What follows belongs to an exercise in optimizing a design on an open flow for a short achievable clock period and few clock cycles; a production flow would make more cautious choices.
The RTL was checked by simulation tests, not by an equivalence proof against the original design.
Power and IR drop assume default switching activity.

### flow/run.sh
#!/bin/bash
# synth_recipe.tcl (not shown) runs the flow's synth.tcl, then flattens the netlist and writes it again
# the make line also repeats each setting of config.mk as NAME=value (left out here)
make -C /OpenROAD-flow-scripts/flow DESIGN_CONFIG=/design/flow/config.mk WORK_HOME=/design/flow/orfs CLKGATE_MAP_FILE= SYNTH_SCRIPT=/design/flow/synth_recipe.tcl finish
### flow/config.mk
export PLATFORM = sky130hd
export DESIGN_NAME = dpt_rx_engine
export DESIGN_NICKNAME = dpt_rx_engine
export VERILOG_FILES = /design/flow/design.v
export SDC_FILE = /design/flow/constraint.sdc
export NUM_CORES = 4
export LEC_CHECK = 0
export CAP_MARGIN = 20
export CORE_MARGIN = 2
export CORE_UTILIZATION = 40
export PLACE_DENSITY = 0.6
export SLEW_MARGIN = 20
### flow/constraint.sdc
create_clock -name core_clock -period 8.0 [get_ports {clk}]
set_input_delay 1.6000 -clock core_clock [delete_from_list [all_inputs] [get_ports {clk}]]
set_output_delay 1.6000 -clock core_clock [all_outputs]
set_load 0.01 [all_outputs]
### flow/design.v
module dpt_rx_scan_step (
    input  wire       have,
    input  wire [7:0] b,
    input  wire [1:0] mode,
    input  wire [9:0] sp, cp, ep, f16p,
    input  wire [7:0] lead,
    input  wire       t68, tdc, te5,
    input  wire [8:0] total, rem,
    input  wire       rem_unk,
    input  wire [2:0] kidx,
    input  wire       bad, f16v,
    output reg  [1:0] mode_n,
    output reg  [9:0] sp_n, cp_n, ep_n, f16p_n,
    output reg  [7:0] lead_n,
    output reg        t68_n, tdc_n, te5_n,
    output reg  [8:0] total_n, rem_n,
    output reg        rem_unk_n,
    output reg  [2:0] kidx_n,
    output reg        bad_n, f16v_n,
    output reg        found,         
    output reg        fail,          
    output reg        back,          
    output reg        spawn          
);
    localparam [7:0] TERM = 8'h16;
    localparam [1:0] M_SEEK = 2'd0, M_CAND = 2'd1, M_DISC = 2'd2;
    wire b16  = (b == TERM);
    wire b68  = (b == 8'h68);
    wire b10  = (b == 8'h10);
    wire ba2  = (b == 8'hA2);
    wire bdc  = (b == 8'hDC);
    wire be5  = (b == 8'hE5);
    wire blead = b10 || b68 || ba2 || bdc || be5;
    wire [8:0] rem_cur = rem_unk ? (9'd5 + {1'b0, b}) : rem;
    wire rc0 = (rem_cur == 9'd0);
    wire rc1 = (rem_cur == 9'd1);
    wire rc2 = (rem_cur == 9'd2);
    wire chk16  = te5 ? rc0 : tdc ? rc1 : (rc1 || rc2);
    wire bad_now = bad || (chk16 && !b16) || (t68 && kidx == 3'd3 && !b68) ||
                   (rem_unk && b == 8'hFF);
    wire       f16v_now = f16v || b16;
    wire [9:0] f16p_now = f16v ? f16p : sp;
    always @(*) begin
        mode_n = mode; sp_n = sp; cp_n = cp; ep_n = ep; f16p_n = f16p;
        lead_n = lead; t68_n = t68; tdc_n = tdc; te5_n = te5;
        rem_unk_n = rem_unk; bad_n = bad; f16v_n = f16v;
        total_n = total; rem_n = rem; kidx_n = kidx;
        found = 1'b0; fail = 1'b0; back = 1'b0; spawn = 1'b0;
        if (have) begin
            case (mode)
                M_SEEK: begin
                    sp_n = sp + 10'd1;
                    if (blead) begin
                        mode_n = M_CAND;
                        cp_n = sp;
                        lead_n = b;
                        t68_n = b68; tdc_n = bdc; te5_n = be5;
                        rem_unk_n = b68;
                        kidx_n = 3'd1;
                        bad_n = 1'b0;
                        f16v_n = 1'b0;
                        total_n = b10 ? 9'd6 : ba2 ? 9'd14 : bdc ? 9'd3 : 9'd1;
                        rem_n   = b10 ? 9'd5 : ba2 ? 9'd13 : bdc ? 9'd2 : 9'd0;
                        ep_n    = sp + (b10 ? 10'd7 : ba2 ? 10'd15 : bdc ? 10'd4 : 10'd2);
                    end
                end
                M_CAND: begin
                    if (rc0) begin
                        if (!bad_now) begin
                            found  = 1'b1;
                            mode_n = M_SEEK;
                            sp_n   = sp + 10'd1;
                        end else begin
                            fail = 1'b1;
                            if (f16v_now) begin
                                mode_n = M_SEEK;
                                sp_n   = f16p_now + 10'd1;
                                back   = f16v;
                            end else begin
                                mode_n = M_DISC;
                                sp_n   = sp + 10'd1;
                            end
                        end
                    end else begin
                        spawn = b16 && !f16v;
                        sp_n = sp + 10'd1;
                        rem_n = rem_cur - 9'd1;
                        rem_unk_n = 1'b0;
                        kidx_n = (kidx == 3'd4) ? 3'd4 : kidx + 3'd1;
                        bad_n = bad_now;
                        f16v_n = f16v_now;
                        f16p_n = f16p_now;
                        if (rem_unk) begin
                            total_n = 9'd6 + {1'b0, b};
                            ep_n    = sp + 10'd6 + {2'b0, b};
                        end
                    end
                end
                default: begin   
                    sp_n = sp + 10'd1;
                    if (b16) mode_n = M_SEEK;
                end
            endcase
        end
    end
endmodule
module dpt_rx_engine (
    input  wire        clk,
    input  wire        rst,
    input  wire        in_valid,
    output wire        in_ready,
    input  wire [1:0]  in_op,
    input  wire [31:0] in_data,
    output wire        ram_we,
    output wire [9:0]  ram_waddr,
    output wire [7:0]  ram_wdata,
    output wire [9:0]  ram_raddr,
    input  wire [7:0]  ram_rdata,
    output wire        mem_we,
    output wire [31:0] mem_addr,
    output wire [7:0]  mem_wdata,
    output wire        resp_valid,
    output wire [31:0] resp_value,
    output wire [9:0]  rxq_size,
    output wire [7:0]  idle_count,
    output reg  [31:0] cnt_rx,
    output reg  [31:0] cnt_overrun,
    output reg  [31:0] cnt_buserr
);
    localparam [7:0] TERM = 8'h16;
    localparam [1:0] M_SEEK = 2'd0,    
                     M_CAND = 2'd1,    
                     M_DISC = 2'd2;    
    localparam QW = 4;                 
    reg        rdy;
    reg [9:0]  head, tail, size;
    reg [7:0]  idle_cnt;
    reg        sem, busy, pend;
    reg [31:0] rx_addr;
    reg        pb_v;
    reg [9:0]  pb_pos;
    reg [7:0]  pb_d;
    reg [9:0]  raddr;
    reg        r_v;                  
    reg        d_v;                  
    reg [9:0]  d_pos;
    reg        q_v;                  
    reg [9:0]  q_pos;
    reg [7:0]  q_d;
    reg [1:0]  mode;
    reg [9:0]  sp;                   
    reg [9:0]  cp;                   
    reg [9:0]  ep;                   
    reg [7:0]  lead;
    reg        t68, tdc, te5;        
    reg [8:0]  total;
    reg [8:0]  rem;                  
    reg        rem_unk;              
    reg [2:0]  kidx;                 
    reg        bad;
    reg        f16v;                 
    reg [9:0]  f16p;                 
    reg        s_v;
    reg [1:0]  s_mode;
    reg [9:0]  s_cp, s_ep, s_f16p;
    reg [7:0]  s_lead;
    reg        s_t68, s_tdc, s_te5;
    reg [8:0]  s_total, s_rem;
    reg        s_rem_unk;
    reg [2:0]  s_kidx;
    reg        s_bad, s_f16v;
    reg [9:0]  fq_cp   [0:(1<<QW)-1];
    reg [9:0]  fq_ep   [0:(1<<QW)-1];
    reg [7:0]  fq_lead [0:(1<<QW)-1];
    reg [8:0]  fq_tot  [0:(1<<QW)-1];
    reg [QW:0] q_rd, q_uc, q_wr;
    reg        copying;
    reg        c_r;                  
    reg        c_d;                  
    reg [9:0]  c_ptr, c_end;
    reg [8:0]  w_left;
    reg        mem_we_r;
    reg [31:0] mem_addr_r;
    reg [7:0]  mem_wdata_r;
    reg        resp_v;
    reg [31:0] resp_val;
    assign in_ready   = rdy;
    assign ram_we     = pb_v;
    assign ram_waddr  = pb_pos;
    assign ram_wdata  = pb_d;
    assign ram_raddr  = raddr;
    assign mem_we     = mem_we_r;
    assign mem_addr   = mem_addr_r;
    assign mem_wdata  = mem_wdata_r;
    assign resp_valid = resp_v;
    assign resp_value = resp_val;
    assign rxq_size   = size;
    assign idle_count = idle_cnt;
    wire       use_pb = pb_v && (pb_pos == sp);
    wire       use_q  = q_v && (q_pos == sp);
    wire       have   = use_pb || use_q;
    wire [7:0] b      = use_pb ? pb_d : q_d;
    wire [1:0] m_mode;
    wire [9:0] m_sp, m_cp, m_ep, m_f16p;
    wire [7:0] m_lead;
    wire       m_t68, m_tdc, m_te5, m_rem_unk, m_bad, m_f16v;
    wire [8:0] m_total, m_rem;
    wire [2:0] m_kidx;
    wire       m_found, m_fail, m_back, m_spawn;
    dpt_rx_scan_step u_main (
        .have(have), .b(b),
        .mode(mode), .sp(sp), .cp(cp), .ep(ep), .f16p(f16p), .lead(lead),
        .t68(t68), .tdc(tdc), .te5(te5), .total(total), .rem(rem),
        .rem_unk(rem_unk), .kidx(kidx), .bad(bad), .f16v(f16v),
        .mode_n(m_mode), .sp_n(m_sp), .cp_n(m_cp), .ep_n(m_ep), .f16p_n(m_f16p),
        .lead_n(m_lead), .t68_n(m_t68), .tdc_n(m_tdc), .te5_n(m_te5),
        .total_n(m_total), .rem_n(m_rem), .rem_unk_n(m_rem_unk), .kidx_n(m_kidx),
        .bad_n(m_bad), .f16v_n(m_f16v),
        .found(m_found), .fail(m_fail), .back(m_back), .spawn(m_spawn)
    );
    wire [1:0] n_mode;
    wire [9:0] n_sp, n_cp, n_ep, n_f16p;
    wire [7:0] n_lead;
    wire       n_t68, n_tdc, n_te5, n_rem_unk, n_bad, n_f16v;
    wire [8:0] n_total, n_rem;
    wire [2:0] n_kidx;
    wire       n_found, n_fail, n_back, n_spawn;
    dpt_rx_scan_step u_spec (
        .have(have && s_v), .b(b),
        .mode(s_mode), .sp(sp), .cp(s_cp), .ep(s_ep), .f16p(s_f16p), .lead(s_lead),
        .t68(s_t68), .tdc(s_tdc), .te5(s_te5), .total(s_total), .rem(s_rem),
        .rem_unk(s_rem_unk), .kidx(s_kidx), .bad(s_bad), .f16v(s_f16v),
        .mode_n(n_mode), .sp_n(n_sp), .cp_n(n_cp), .ep_n(n_ep), .f16p_n(n_f16p),
        .lead_n(n_lead), .t68_n(n_t68), .tdc_n(n_tdc), .te5_n(n_te5),
        .total_n(n_total), .rem_n(n_rem), .rem_unk_n(n_rem_unk), .kidx_n(n_kidx),
        .bad_n(n_bad), .f16v_n(n_f16v),
        .found(n_found), .fail(n_fail), .back(n_back), .spawn(n_spawn)
    );
    wire [QW:0] q_all  = q_wr - q_rd;
    wire        q_full = (q_all == (1 << QW));
    wire        qu     = (q_uc != q_rd);          
    wire s_found = s_v && n_found && !m_found;    
    wire [QW:0] q_ucn = q_uc - q_rd;
    wire q_full_u = (q_ucn == (1 << QW));
    wire s_drop  = s_found && q_full;
    wire step    = have && !(m_found && q_full_u);
    wire take    = step && m_fail && s_v && !(n_fail && n_back);
    wire acc   = in_valid && rdy;
    wire op_b  = (in_op == 2'd0);
    wire op_e  = (in_op == 2'd1);
    wire op_i  = (in_op == 2'd2);
    wire op_r  = (in_op == 2'd3);
    wire idle_zero = (idle_cnt == 8'd0);
    wire full  = (size == 10'd1023);
    wire addr_nz = |in_data;
    wire push   = acc && (op_b || (op_i && idle_zero));
    wire inj    = acc && op_i && idle_zero;
    wire pushed = push && !full;
    wire trig   = acc && (((op_e || (op_i && idle_zero)) && busy) ||
                          (op_r && addr_nz && !busy && sem));
    wire e2a = (mode == M_SEEK) && use_pb && (pb_d == 8'hE5);
    wire e2b = (mode == M_CAND) && use_pb && !rem_unk && (rem == 9'd1) && !bad && (pb_d == TERM);
    wire e2c = (mode == M_CAND) && (sp == head) && !rem_unk && (rem == 9'd0) && !bad;
    wire e2  = !qu && (e2a || e2b || e2c);
    wire eager_f = trig && qu;
    wire eager_2 = trig && inj && !full && e2;
    wire lazy    = trig && !eager_f && !eager_2;
    wire [QW-1:0] qh = q_rd[QW-1:0];
    wire [9:0] s_cp_d  = qu ? fq_cp[qh]   : e2a ? pb_pos : cp;
    wire [9:0] s_ep_d  = qu ? fq_ep[qh]   : e2a ? pb_pos + 10'd2 : ep;
    wire [7:0] s_lead_d= qu ? fq_lead[qh] : e2a ? 8'hE5 : lead;
    wire [8:0] s_tot_d = qu ? fq_tot[qh]  : e2a ? 9'd1 : total;
    wire settled   = (sp == head);
    wire pend_f    = pend && qu;
    wire pend_wait = pend && !qu && settled;
    wire deliver   = eager_f || eager_2 || pend_f;
    wire [31:0] d_addr = (acc && op_r) ? in_data : rx_addr;
    wire [9:0] hs   = head - s_ep_d;
    wire [9:0] hs1  = hs + 10'd1;
    wire [9:0] wt   = (mode == M_CAND) ? cp : head;     
    wire       hit    = (raddr == s_cp_d + 10'd1);
    wire [9:0] first  = s_cp_d + (hit ? 10'd2 : 10'd1);
    wire [9:0] s_end  = s_ep_d - 10'd1;
    wire [9:0] sp_n = !step ? sp : take ? n_sp : m_sp;
    wire [9:0] cp_n = !step ? cp : take ? n_cp : m_cp;
    wire [9:0] nf = (d_v && d_pos == sp_n) ? (r_v ? raddr + 10'd1 : d_pos + 10'd1) :
                    (r_v && raddr == sp_n) ? raddr + 10'd1 : sp_n;
    wire       s_fetch = (nf - sp_n) < (head - sp_n);
    wire       copy_rd = copying && (c_ptr != c_end);
    wire [QW-1:0] qh1 = qh + 1'b1;
    wire [9:0] pf_cp = (deliver && (q_ucn > 1)) ? fq_cp[qh1] :
                       (!deliver && qu) ? fq_cp[qh] : cp_n;
    integer i;
    always @(posedge clk) begin
        if (rst) begin
            rdy <= 1'b1;
            head <= 10'd0; tail <= 10'd0; size <= 10'd0;
            idle_cnt <= 8'd0;
            sem <= 1'b0; busy <= 1'b0; pend <= 1'b0;
            rx_addr <= 32'd0;
            cnt_rx <= 32'd0; cnt_overrun <= 32'd0; cnt_buserr <= 32'd0;
            pb_v <= 1'b0; pb_pos <= 10'd0; pb_d <= 8'd0;
            raddr <= 10'd0; r_v <= 1'b0; d_v <= 1'b0; d_pos <= 10'd0;
            q_v <= 1'b0; q_pos <= 10'd0; q_d <= 8'd0;
            mode <= M_SEEK; sp <= 10'd0; cp <= 10'd0; ep <= 10'd0; lead <= 8'd0;
            t68 <= 1'b0; tdc <= 1'b0; te5 <= 1'b0; total <= 9'd0; rem <= 9'd0;
            rem_unk <= 1'b0; kidx <= 3'd0; bad <= 1'b0; f16v <= 1'b0; f16p <= 10'd0;
            s_v <= 1'b0; s_mode <= M_SEEK; s_cp <= 10'd0; s_ep <= 10'd0; s_lead <= 8'd0;
            s_t68 <= 1'b0; s_tdc <= 1'b0; s_te5 <= 1'b0; s_total <= 9'd0; s_rem <= 9'd0;
            s_rem_unk <= 1'b0; s_kidx <= 3'd0; s_bad <= 1'b0; s_f16v <= 1'b0; s_f16p <= 10'd0;
            q_rd <= 0; q_uc <= 0; q_wr <= 0;
            for (i = 0; i < (1 << QW); i = i + 1) begin
                fq_cp[i] <= 10'd0; fq_ep[i] <= 10'd0; fq_lead[i] <= 8'd0; fq_tot[i] <= 9'd0;
            end
            copying <= 1'b0; c_r <= 1'b0; c_d <= 1'b0; c_ptr <= 10'd0; c_end <= 10'd0;
            w_left <= 9'd0;
            mem_we_r <= 1'b0; mem_addr_r <= 32'd0; mem_wdata_r <= 8'd0;
            resp_v <= 1'b0; resp_val <= 32'd0;
        end else begin
            if (acc && op_b) cnt_rx <= cnt_rx + 32'd1;
            if (acc && op_e) cnt_buserr <= cnt_buserr + 32'd1;
            if (push && full) cnt_overrun <= cnt_overrun + 32'd1;
            if (acc && (op_b || op_e)) idle_cnt <= 8'd0;
            else if (acc && op_i && idle_cnt != 8'd255) idle_cnt <= idle_cnt + 8'd1;
            pb_v   <= pushed;
            pb_pos <= head;
            pb_d   <= op_b ? in_data[7:0] : TERM;
            if (pushed) head <= head + 10'd1;
            if (trig) sem <= 1'b0;
            else if (acc && (op_e || (op_i && idle_zero))) sem <= 1'b1;
            if (acc && op_r && addr_nz && !busy) begin
                busy    <= 1'b1;
                rx_addr <= in_data;
            end
            if (step) begin
                if (take) begin
                    mode <= n_mode; sp <= n_sp; cp <= n_cp; ep <= n_ep; lead <= n_lead;
                    t68 <= n_t68; tdc <= n_tdc; te5 <= n_te5; total <= n_total; rem <= n_rem;
                    rem_unk <= n_rem_unk; kidx <= n_kidx; bad <= n_bad; f16v <= n_f16v;
                    f16p <= n_f16p;
                end else begin
                    mode <= m_mode; sp <= m_sp; cp <= m_cp; ep <= m_ep; lead <= m_lead;
                    t68 <= m_t68; tdc <= m_tdc; te5 <= m_te5; total <= m_total; rem <= m_rem;
                    rem_unk <= m_rem_unk; kidx <= m_kidx; bad <= m_bad; f16v <= m_f16v;
                    f16p <= m_f16p;
                end
                if (m_spawn) begin
                    s_v <= 1'b1;
                    s_mode <= M_SEEK;
                end else if (m_found || m_fail || (n_fail && n_back) || s_drop) begin
                    s_v <= 1'b0;
                end else begin
                    s_mode <= n_mode; s_cp <= n_cp; s_ep <= n_ep; s_lead <= n_lead;
                    s_t68 <= n_t68; s_tdc <= n_tdc; s_te5 <= n_te5; s_total <= n_total;
                    s_rem <= n_rem; s_rem_unk <= n_rem_unk; s_kidx <= n_kidx; s_bad <= n_bad;
                    s_f16v <= n_f16v; s_f16p <= n_f16p;
                end
            end
            begin : queue_update
                reg [QW:0] rd_n, uc_n, wr_n;
                rd_n = q_rd; uc_n = q_uc; wr_n = q_wr;
                if (deliver && qu) rd_n = q_rd + 1'b1;
                if (eager_2) wr_n = q_uc;
                if (step && m_found) begin
                    fq_cp[q_uc[QW-1:0]] <= cp; fq_ep[q_uc[QW-1:0]] <= ep;
                    fq_lead[q_uc[QW-1:0]] <= lead; fq_tot[q_uc[QW-1:0]] <= total;
                    uc_n = q_uc + 1'b1;
                    wr_n = q_uc + 1'b1;
                end else if (step && s_found && !s_drop) begin
                    fq_cp[q_wr[QW-1:0]] <= s_cp; fq_ep[q_wr[QW-1:0]] <= s_ep;
                    fq_lead[q_wr[QW-1:0]] <= s_lead; fq_tot[q_wr[QW-1:0]] <= s_total;
                    wr_n = q_wr + 1'b1;
                    if (take) uc_n = q_wr + 1'b1;
                end else if (take) begin
                    uc_n = q_wr;
                end else if (step && (m_fail || s_drop)) begin
                    wr_n = q_uc;
                end
                if (eager_2) wr_n = uc_n;
                q_rd <= rd_n; q_uc <= uc_n; q_wr <= wr_n;
            end
            if (lazy) begin
                pend <= 1'b1;
                rdy  <= 1'b0;
            end
            if (pend_wait) begin
                pend <= 1'b0;
                rdy  <= 1'b1;
                tail <= wt;
                size <= head - wt;
                if (mode == M_DISC) mode <= M_SEEK;
            end else if (deliver) begin
                tail <= s_ep_d;
                size <= pushed ? hs1 : hs;
            end else begin
                size <= pushed ? size + 10'd1 : size;
            end
            if (eager_2) begin
                mode <= M_SEEK;
                sp   <= head + 10'd1;
                s_v  <= 1'b0;
            end
            d_v   <= r_v;
            d_pos <= raddr;
            q_v   <= d_v;
            q_pos <= d_pos;
            q_d   <= ram_rdata;
            c_d   <= c_r;
            mem_we_r <= 1'b0;
            resp_v   <= 1'b0;
            if (deliver) begin
                busy     <= 1'b0;
                pend     <= 1'b0;
                rdy      <= 1'b0;
                copying  <= (s_tot_d != 9'd1);
                mem_we_r <= 1'b1;
                mem_addr_r  <= d_addr;
                mem_wdata_r <= s_lead_d;
                resp_v   <= (s_tot_d == 9'd1);
                resp_val <= {23'd0, s_tot_d};
                w_left   <= s_tot_d - 9'd1;
                c_d      <= hit && (s_tot_d != 9'd1);
                c_end    <= s_end;
                r_v      <= 1'b0;
                if (first != s_end && s_tot_d != 9'd1) begin
                    raddr <= first;
                    c_r   <= 1'b1;
                    c_ptr <= first + 10'd1;
                end else begin
                    c_r   <= 1'b0;
                    c_ptr <= first;
                end
            end else begin
                if (c_d) begin
                    mem_we_r    <= 1'b1;
                    mem_addr_r  <= mem_addr_r + 32'd1;
                    mem_wdata_r <= ram_rdata;
                    w_left      <= w_left - 9'd1;
                    if (w_left == 9'd1) begin
                        resp_v  <= 1'b1;
                        copying <= 1'b0;
                    end
                end
                if (copy_rd) begin
                    raddr <= c_ptr;
                    c_ptr <= c_ptr + 10'd1;
                    c_r   <= 1'b1;
                    r_v   <= 1'b0;
                end else if (!copying && s_fetch) begin
                    raddr <= nf;
                    c_r   <= 1'b0;
                    r_v   <= 1'b1;
                end else begin
                    raddr <= pf_cp + 10'd1;
                    c_r   <= 1'b0;
                    r_v   <= 1'b0;
                end
                if (acc && op_r && !addr_nz) begin
                    resp_v   <= 1'b1;
                    resp_val <= 32'hFFFF_FFFF;
                end
            end
            if (resp_v && !rdy && !pend) rdy <= 1'b1;
        end
    end
endmodule
==> impl_results.md, run 1 <==
- Status: complete, but fails checks
- Violated layout checks: negative setup slack
- Peak supply drop: 0.2877 mV
- Final Hold Vio Count: 0
- Share of cells above drive strength 1: 0.1651
- Placed cell areas: 0.06507 mm2
- GR Layer Usage met2: 0.4522
- Initial DRC Count: 5,530
- Endpoint class of the critical path: flop
- Fin util: 0.4826
- Die area: 0.1479 mm2
- Max cap viols: 0
- Least-Margin Pin Slew: 1141 ps
- H-tree levels: 3
- Post-Syn Area: 0.05793 mm2
- Synth top area cells: edfxtp_1 (31%), dfxtp_1 (16%), mux4_2 (9.0%)
- First-pass GRT wire length: 318,200 um
- Crit path buffers/inverters: 7
- Clk latency of the worst-skew pair: 740 ps
- Slowest cell delay on critical path: 450 ps
- GRT busiest layer: met2
- RSZ-0062 raised after global routing: true
- Yosys warning count: 2
- Fin Clk Skew: 21.01 ps
- Wire length per cell: 26.84 um
- CP Launch Type: flop
- Area grow syn2layout: 19.68%
- Syn Nets: 5,934
- IO Pins: 263
- Post-synth EDFFs: 592
- Grt ovf: 0
- # clock sinks: 1,060
- Vias in the first global route: 46,530
- #FFs+latches synth: 1,060
- Cell repeated most along the worst path: a21o_1
- Clock-pin slew on the worst setup and hold paths: 60 ps
- Async S/R FF share, synth: 0
- Vias: 48,660
- Worst setup path class: reg2reg
- Antenna viol nets, final: 0
- Clock Tree Root: clkbuf_16
- Clock buffer count from CTS: 113
- Setup slack, reg-to-reg: -840 ps
- Slew Limit Fails: 0
- Met3 GRT Util: 0.04732
- Finished Cell Area: 0.06933 mm2
- DRC: 0
- DIE WIDTH: 384.6 um
- Min cycle time layout: 8841 ps
- Startpoint of the worst hold path: c_r
- Pwr Density: 240.7 mW/mm2
- Crit path from: pb_pos[8]
- Slew headroom: 0.2298
- Final setup violation count: 11
- Unique cell type count in the Yosys netlist: 104
- Initial antenna violation count: 13
- CP Capture Point: raddr[4]
- Top cell type's share of synthesized area: 0.3069
- Share of the clock period used by the worst path: 1.105
- Routability cong.: 1.011
- Drt total wl: 219,600 um
- Most frequent cells in the layout: nor2_1 (1,212), edfxtp_1 (592), dfxtp_1 (455)
- Iteration count of the initial detailed-routing pass: 25
- CTS tree: built
- Critical path depth: 42
- Crit path max fanout: 6
- Lkg Pwr: 24.31 nW
- CP top delay family: compound AO/OA/AOI/OAI gates
- Compound-Gate Fraction of Synth Area: 0.09572
- Post-Syn Instances: 5,764
- Initial core utilization: 0.4033
- CTS Buffer Depth: 3
- Post-synthesis sequential area ratio: 0.4686
- Worst r2r src: pb_pos[8]
- Vias/cell: 5.948
- Synth Area in Adders: 0.02803
- GR Util met1: 0.3990
- Post-Synth XOR/XNOR Area: 0.06386
- Slowest cell on crit path: or4_4
- Nets: 6,344
- Worst R2R Path Depth: 42
- Simple-gate share of the synthesized area: 0.1836
- Post-synthesis cell type with the largest combined area: edfxtp_1
- Commonest non-fill, non-tap cell in the layout: nor2_1
- FP Rows: 139
- PortBufs: 262
- Hold Crit Class: reg2reg
- Setup_tns: -8636 ps
- Achievable frequency: 0.1131 GHz
- Crit Reg-Reg Endpoint: raddr[4]
- DPL Wire Length: 153,400 um
- Final WS setup: -841.4 ps
- Syn Area/Cell: 10.05 um2
- Gr usage total: 0.2907
- Mux cell area share after synthesis: 0.1223
- Largest net degree at the start of global routing: 96
- Ys flop type: edfxtp_1
- Critical Path RT: 8680 ps
- Worst Path Arrival: 9520 ps
- Die height: 384.6 um
- Largest family of logic cells by synthesized area: simple AND/OR/NAND/NOR gates
- Core ar.: 0.1437 mm2
power breakdown:
group          switching [mW]  total (mW)  internal (mW)
Sequential              0.181        6.12           5.94
Clock                    2.28        5.41           3.13
Combinational            2.84        5.16           2.31
synth_stat cells (all sizes together), types with 117 or more instances:
| master | count |
|---|---|
| xor2 | 198 |
| dfxtp | 468 |
| edfxtp | 592 |
| ha | 117 |
| o21ai | 166 |
| mux4 | 232 |
| xnor2 | 221 |
| nand2 | 448 |
| a21oi | 213 |
| nand3 | 177 |
| mux2i | 159 |
| clkbuf | 337 |
| nor2 | 1214 |
cell families after synthesis:
group	Yosys count
flops	1060
mux	413
compound gates	828
fa+ha+maj	125
buf+inv	544
simple gates	2375
xor+xnor	419
how the worst min path moves through the flow:
stage                     depth (start not counted)  slack, ps  endpoint
after floorplan                                   2        420       c_d
after global placement                            2        420       c_d
after detailed placement                          2        450       c_d
after CTS                                         2        450       c_d
after global routing                              2        470       c_d
final                                             2        450       c_d
worst register-to-register path, delay by kind of cell (launching register included):
family	cells	cell delay (ps)
AO/OA/AOI/OAI	16	3120
XOR/XNOR	4	540
adder cells (fa/ha/maj)	3	730
multiplexers	2	550
AND/OR/NAND/NOR	10	2630
flip-flops	1	330
buffers and inverters	7	890
area by class of cell:
type,count,area (um2)
Antenna cell,10,25.02
Clock buffer,162,3193
Clock inverter,48,588.1
Fill cell,13280,74320
Inverter,115,434.2
Multi-Input combinational cell,4160,29110
Sequential cell,1060,27170
Tap cell,1903,2381
Timing Repair Buffer,724,6431
through the flow:
step | hold WS (ps) | total power [mW] | worst slack (ps) | instances
after floorplan | 417.4 | 9.082 | -927.0 | 5764
after global placement | 424.5 | 10.92 | -1128 | 7935
after CTS | 452.1 | 16.51 | -888.8 | 8161
after global routing | 468.5 | 17.33 | -1231 | 8182
after detailed placement | 447.4 | 10.92 | -1251 | 7936
final | 448.9 | 16.69 | -841.4 | 8182
layer usage:
metal / wire length (um) / share of wire
met4: 10610 / 0.048
met5: 27 / 0.00012
met3: 19990 / 0.091
met1: 89750 / 0.41
met2: 99280 / 0.45
flip-flops by register name (all words and copies together) (netlist names), 32 cells and up, named ones only:
signal,cells
fq_cp,160
fq_ep,160
fq_tot,144
fq_lead,128
cnt_buserr,32
cnt_overrun,32
cnt_rx,32
mem_addr_r,32
rx_addr,32
repair_timing:
action                     CTS  global route
buffers inserted            15            11
pin swaps                   31            31
resized for setup           29            22
setup endpoints to repair   11            16
hold buffers                 0             0
Testbench counts, summed over its fixed seeds: cycles 112,877.
==> run 2, diff against run 1 <==
--- a/flow/config.mk
+++ b/flow/config.mk
@@ -5,8 +5,10 @@
 export SDC_FILE = /design/flow/constraint.sdc
 export NUM_CORES = 4
 export LEC_CHECK = 0
+export ABC_CLOCK_PERIOD_IN_PS = 3000
 export CAP_MARGIN = 20
 export CORE_MARGIN = 2
 export CORE_UTILIZATION = 40
 export PLACE_DENSITY = 0.6
+export SETUP_SLACK_MARGIN = 4.5
 export SLEW_MARGIN = 20
==> run 2 against run 1 <==
Effect of this change: still fails the layout checks on negative setup slack; synthesized cell count unchanged; routed wire length rose by 2.7%; non-clock buffer count increased by 104; synthesized area stayed put; die area unchanged; largest cell class unchanged.
==> impl_results.md, run 2 <==
- Status: complete, but fails checks
- Violated layout checks: negative setup slack
- Top cell type's share of synthesized area: 0.3069
- Synth top area cells: edfxtp_1 (31%), dfxtp_1 (16%), mux4_2 (9.0%)
- Min cycle time layout: 9066 ps
- Post-Syn Area: 0.05793 mm2
- Crit Reg-Reg Endpoint: raddr[0]
- Post-synth EDFFs: 592
- Layout fillers: 13,180
- CTS tree: built
- Endpoint class of the critical path: flop
- Syn Area/Cell: 10.05 um2
- Final WS setup: -1066 ps
- Clk latency of the worst-skew pair: 760 ps
- Post-synthesis sequential area ratio: 0.4686
- Vias in the first global route: 47,010
- Initial core utilization: 0.4033
- Die height: 384.6 um
- DIE WIDTH: 384.6 um
- RSZ-0062 raised after global routing: true
- Hold Crit Class: reg2reg
- Worst setup path class: reg2reg
- DPL Wire Length: 154,900 um
- Clock buffer count from CTS: 117
- Least-Margin Pin Slew: 1170 ps
- Yosys warning count: 2
- Share of the clock period used by the worst path: 1.133
- Worst Path Arrival: 9670 ps
- Crit path max fanout: 6
- Slew headroom: 0.2119
- Worst hold slack: 450.6 ps
- #FFs+latches synth: 1,060
- Pwr Density: 237.1 mW/mm2
- Fin Clk Skew: 49.45 ps
- Most frequent cells in the layout: nor2_1 (1,202), edfxtp_1 (592), buf_4 (454)
- Vias: 48,970
- Initial DRC Count: 5,489
- Post-Syn Instances: 5,764
- Iteration count of the initial detailed-routing pass: 19
- Setup_tns: -13,290 ps
- FP Rows: 139
- IO Pins: 263
- Achievable frequency: 0.1103 GHz
- Area grow syn2layout: 23.11%
- Async S/R FF share, synth: 0
- Die area: 0.1479 mm2
- Biggest registers after layout: fq_cp (160), fq_ep (160), fq_tot (144)
- Unique cell type count in the Yosys netlist: 104
- Post-synth top cells: nor2_1 (1,213), edfxtp_1 (592), dfxtp_1 (468)
- Initial antenna violation count: 6
- Setup slack, reg-to-reg: -1070 ps
- Count leader, synth: nor2_1
- Ys flop type: edfxtp_1
- Clock-pin slew on the worst setup and hold paths: 60 ps
- Final setup violation count: 17
- Routability cong.: 1.003
- Share of cells above drive strength 1: 0.1923
- Worst r2r src: sp[4]
- Hold Buf Count CTS: 0
- Final Hold Vio Count: 0
- Wire length per cell: 27.22 um
- Crit path from: sp[4]
- # clock sinks: 1,060
- DRC: 0
- CP Capture Point: raddr[0]
- Lkg Pwr: 25.25 nW
- Clock Tree Root: clkbuf_16
- Grt ovf: 0
- Antenna viol nets, final: 0
- Slowest cell on crit path: or4_4
- Nets: 6,452
- CP Launch Type: flop
- Slowest cell delay on critical path: 510 ps
- Largest net degree at the start of global routing: 156
- Post-synthesis cell type with the largest combined area: edfxtp_1
- Syn Nets: 5,934
- H-tree levels: 3
- Worst R2R Path Depth: 42
- Total power: 16.91 mW
- Core ar.: 0.1437 mm2
- Max cap viols: 0
- CTS Buffer Depth: 3
- Slew Limit Fails: 0
- Peak supply drop: 0.3673 mV
- Vias/cell: 5.909
- First-pass GRT wire length: 325,400 um
- Drt total wl: 225,500 um
- Critical Path RT: 8600 ps
- Gr usage total: 0.2976
- Commonest non-fill, non-tap cell in the layout: nor2_1
- PortBufs: 262
-- run 2: cell counts after synthesis --
No cell type changed its count.
-- run 2: per-stage QoR --
step,instances,setup slack [ps],instance area (um2),util
4_1_cts,8248,-899.7,70540,0.4910
3_5_place_dp,7945,-1271,65350,0.4549
2_1_floorplan,5764,-927.0,58350,-
5_1_grt,8286,-1413,71320,0.4964
3_3_place_gp,7944,-1174,65330,0.4548
6_report,8286,-1066,71320,0.4964
-- run 2: cell families after synthesis --
kind of cell,share of synthesized area
xor gates and xnor gates,0.06386
buffers and inverters,0.03795
adders and majority gates,0.02803
and+or+nand+nor,0.1836
muxes,0.1223
AOI/OAI and AO/OA,0.09572
DFF,0.4686
-- run 2: worst min path at each step --
stage,from,endpoint,cells past startpoint
global route,c_r,c_d,2
finish,c_r,c_d,2
detailed placement,c_r,c_d,2
floorplan,c_r,c_d,2
CTS,c_r,c_d,2
global placement,c_r,c_d,2
-- run 2: layer usage --
| metal | share of wire | global-route usage | vias to the layer above |
|---|---|---|---|
| li1 | - | - | 21740 |
| met1 | 0.41 | 0.4031 | 24200 |
| met2 | 0.46 | 0.4679 | 2449 |
| met3 | 0.091 | 0.05755 | 574 |
| met4 | 0.048 | 0.1209 | 2 |
| met5 | 0.000084 | 0 | - |
-- run 2: critical path, delay by kind of cell, from the launching register on --
family | cells | cell delay [ps]
buffers and inverters | 9 | 1270
XOR/XNOR | 4 | 780
adder cells (fa/ha/maj) | 3 | 730
AND/OR/NAND/NOR | 7 | 2020
AO/OA/AOI/OAI | 17 | 3210
multiplexers | 2 | 540
flip-flops | 1 | 340
-- run 2: layout make-up --
type,count,area [um2],area share
diodes,7,17.52,0.0002456
clock buffers,164,3287,0.04609
clock inverters,49,599.3,0.008404
inverters,115,434.2,0.006088
multi-input cells,4160,29780,0.4176
flip-flops and latches,1060,27180,0.3811
well taps,1903,2381,0.03339
repair buffers,828,7632,0.1070
-- run 2: repair_timing --
item	CTS	global route
setup endpoints to repair	1606	1589
setup buffers	90	30
pin swaps	74	46
gates resized for setup	130	114
gates cloned	0	0
-- run 2: power by group --
group	switching, mW	internal (mW)	leakage (nW)
sequential	0.172	5.94	9.90
combinational	2.90	2.35	13.5
clock	2.33	3.21	1.89

==> separate check: timing with driven ports <==
In the flow no input, the clock included, has a driving cell. The finished layouts below were timed again as built, in two steps.
Step 1: set_driving_cell puts a clkbuf_16 on clk and a buf_2 on each other input, an assumption about the parent block.
Step 2 adds t to the input delays and takes it off the output delays; t is the mean of the earliest and latest rising clock arrival at the registers after step 1. Input paths then give back, and output paths get back, about the clock's delay inside the block.
Slacks: ideal / step 1 / step 2; pairs: ideal / step 1.
run	shift t [ns]	setup slack, ns	hold slack, ns
run 1	0.806	-0.841 / -0.841 / -0.841	0.449 / 0.449 / 0.449
run 2	0.819	-1.066 / -1.066 / -1.066	0.451 / 0.451 / 0.451
